From an optimization exercise on the open Yosys and OpenROAD flow, aimed at small area, a short achievable clock period and few clock cycles per item; shortcuts taken in it are not production practice. Function was checked by simulation only, so behaviour that the tests miss may differ from the original. Power is estimated from default activity; no workload was simulated.

==> build 35 <==
==> flow/design.v (excerpt) <==
module s8b_encoder (
    input  wire        clk,
    input  wire        rst,
    input  wire        in_valid,
    output wire        in_ready,
    input  wire [31:0] in_data,
    output wire        out_valid,
    input  wire        out_ready,
    output wire [63:0] out_word,
    output wire        out_last
);
    reg [31:0] w0;
    reg [29:0] w1;
    reg [19:0] w2;
    reg [14:0] w3;
    reg [11:0] w4;
    reg [9:0] w5;
    reg [7:0] w6;
    reg [6:0] w7;
    reg [5:0] w8;
    reg [5:0] w9;
    reg [4:0] w10;
    reg [4:0] w11;
    reg [3:0] w12;
    reg [3:0] w13;
    reg [3:0] w14;
    reg [2:0] w15;
    reg [2:0] w16;
    reg [2:0] w17;
    reg [2:0] w18;
    reg [2:0] w19;
    reg [1:0] w20;
    reg [1:0] w21;
    reg [1:0] w22;
    reg [1:0] w23;
    reg [1:0] w24;
    reg [1:0] w25;
    reg [1:0] w26;
    reg [1:0] w27;
    reg [1:0] w28;
    reg [1:0] w29;
    reg [0:0] w30;
    reg [0:0] w31;
    reg [0:0] w32;
    reg [0:0] w33;
    reg [0:0] w34;
    reg [0:0] w35;
    reg [0:0] w36;
    reg [0:0] w37;
    reg [0:0] w38;
    reg [0:0] w39;
    reg [0:0] w40;
    reg [0:0] w41;
    reg [0:0] w42;
    reg [0:0] w43;
    reg [0:0] w44;
    reg [0:0] w45;
    reg [0:0] w46;
    reg [0:0] w47;
    reg [0:0] w48;
    reg [0:0] w49;
    reg [0:0] w50;
    reg [0:0] w51;
    reg [0:0] w52;
    reg [0:0] w53;
    reg [0:0] w54;
    reg [0:0] w55;
    reg [0:0] w56;
    reg [0:0] w57;
    reg [0:0] w58;
    reg [0:0] w59;
    reg [60:0] fo;         
    reg        bf;         
    reg [7:0]  rin;        
    reg [31:0] q0, q1;     
    reg        v0, v1;
    reg        ov, ol;
    reg [63:0] ow;
    assign in_ready  = ~v1;
    assign out_valid = ov;
    assign out_word  = ow;
    assign out_last  = ol;
    wire blk_full = bf;
    wire f0 = fo[0];
    wire f1 = fo[1];
    wire f2 = fo[2];
    wire f3 = fo[3];
    wire f4 = fo[4];
    wire f5 = fo[5];
    wire f6 = fo[6];
    wire f7 = fo[7];
    wire f8 = fo[8];
    wire f9 = fo[9];
    wire f10 = fo[10];
    wire f11 = fo[11];
    wire f12 = fo[12];
    wire f13 = fo[13];
    wire f14 = fo[14];
    wire f15 = fo[15];
    wire f16 = fo[16];
    wire f17 = fo[17];
    wire f18 = fo[18];
    wire f19 = fo[19];
    wire f20 = fo[20];
    wire f21 = fo[21];
    wire f22 = fo[22];
    wire f23 = fo[23];
    wire f24 = fo[24];
    wire f25 = fo[25];
    wire f26 = fo[26];
    wire f27 = fo[27];
  ...
clock: 8.0 ns
lec_check: 0
cap_margin: 20
core_margin: 2
core_utilization: 40
setup_slack_margin: 5
slew_margin: 20
tns_end_percent: 5
standard.sh (not shown) runs the stock make flow with config.mk's settings and CLKGATE_MAP_FILE= SYNTH_SCRIPT=/design/flow/synth_recipe.tcl, a recipe that flattens the netlist after the stock synthesis.
==> flow/flow/run.sh <==
#!/bin/bash
# The standard layout (standard.sh: ORFS synthesis through finish, unchanged), except
# that buffer_ports makes the input and output port buffers from sky130_fd_sc_hd__buf_4
# cells instead of the delay-cell buffer it picks by default. Every port still gets its
# own buffer. make's full output goes to standard.log in this folder; the ORFS steps
# keep their own logs under orfs/logs.
set -euo pipefail
export BUFFER_PORTS_ARGS="-buffer_cell sky130_fd_sc_hd__buf_4"
bash standard.sh "BUFFER_PORTS_ARGS=-buffer_cell sky130_fd_sc_hd__buf_4" finish > standard.log 2>&1
==> trial 20 (differences from build 35) <==
==> flow/flow/run.sh (replaced) <==
#!/bin/bash
# The standard layout (standard.sh: ORFS synthesis through finish, unchanged), except
# that buffer_ports makes the input and output port buffers from sky130_fd_sc_hd__buf_1
# cells instead of the delay-cell buffer it picks by default. Every port still gets its
# own buffer. make's full output goes to standard.log in this folder; the ORFS steps
# keep their own logs under orfs/logs.
set -euo pipefail
export BUFFER_PORTS_ARGS="-buffer_cell sky130_fd_sc_hd__buf_1"
bash standard.sh "BUFFER_PORTS_ARGS=-buffer_cell sky130_fd_sc_hd__buf_1" finish > standard.log 2>&1
Settings changed: CTS_CLUSTER_DIAMETER set to 100, CTS_CLUSTER_SIZE set to 30.
==> build 31 (differences from build 35) <==
==> flow/flow/run.sh (replaced) <==
#!/bin/bash
# The standard layout (standard.sh: ORFS synthesis through finish, unchanged), except
# that buffer_ports makes the input and output port buffers from sky130_fd_sc_hd__buf_1
# cells instead of the delay-cell buffer it picks by default. Every port still gets its
# own buffer. make's full output goes to standard.log in this folder; the ORFS steps
# keep their own logs under orfs/logs.
set -euo pipefail
export BUFFER_PORTS_ARGS="-buffer_cell sky130_fd_sc_hd__buf_1"
bash standard.sh "BUFFER_PORTS_ARGS=-buffer_cell sky130_fd_sc_hd__buf_1" finish > standard.log 2>&1
Settings changed: CTS_CLUSTER_DIAMETER set to 80, CTS_CLUSTER_SIZE set to 24.
==> run summary <==
outcome=finished clean; Final min period=~3300 ps; Psw=1.74 mW; P_comb=1.00 mW; fin area=between 20000 and 30000 um^2; filler instances=4820; Seq/total area=42.4%; routed len/inst=38.0 um; number of vias per cell=7.65; internal power=3.73 mW; max incr delay on CP=890 ps; CP delay by family, top=compound AO/OA/AOI/OAI gates; vias in the first global route=19000; Tot GR Track Use=roughly 36%; Finished Core Util=47.5%; Signal buf overhead=7.85%; R2R setup slack=around 4700 ps
(the above is from build 31)
==> run summary <==
outcome=finished clean; Tot GR Track Use=36.0%; CP delay by family, top=compound AO/OA/AOI/OAI gates; routed len/inst=~37 um; vias in the first global route=about 19000; fin area=25800 um^2; Signal buf overhead=7.75%; Final min period=3230 ps; filler instances=4778
(the above is from build 35)
==> run summary <==
vias in the first global route=between 15000 and 20000; CP delay by family, top=simple AND/OR/NAND/NOR gates; fin area=24600 um^2; Finished Core Util=46.8%; P_comb=0.938 mW; Signal buf overhead=7.45%; routed len/inst=37.1 um; internal power=3.45 mW; Final min period=approximately 3300 ps; outcome=finished clean; number of vias per cell=roughly 7.6; filler instances=4861; Seq/total area=43.1%
(the above is from trial 20)
Testbench counts of build 35, summed over its fixed seeds: cycles 24,799, items 24,576.
Testbench counts of trial 20, summed over its fixed seeds: cycles 24,799, items 24,576.
Testbench counts of build 31, summed over its fixed seeds: cycles 24,799, items 24,576.

## re-timing with driven ports
In the flow no input, the clock included, has a driving cell. The finished layouts below were timed again as built, in two steps. Step 1, drivers: a clkbuf_16 drives clk and a buf_2 each remaining input, both assumed. Step 2 also shifts input and output timing later by t, the mid clock arrival at the registers, as if the neighbouring blocks saw the same clock. a / b / c = ideal ports / drivers / drivers and shift; a / b = the first two.
run | shift t [ns] | setup slack, ns | hold WS [ns]
build 35 | 0.675 | 4.771 / 4.771 / 4.356 | 0.489 / 0.489 / 0.489
trial 20 | 0.643 | 4.748 / 4.748 / 4.450 | 0.489 / 0.489 / 0.489
build 31 | 0.687 | 4.676 / 4.676 / 4.448 | 0.493 / 0.493 / 0.493
After both steps setup and hold are still met in every run listed. The setup slack of build 35, which loses most, moves by 0.000 ns with the drivers and by -0.415 ns with both steps.
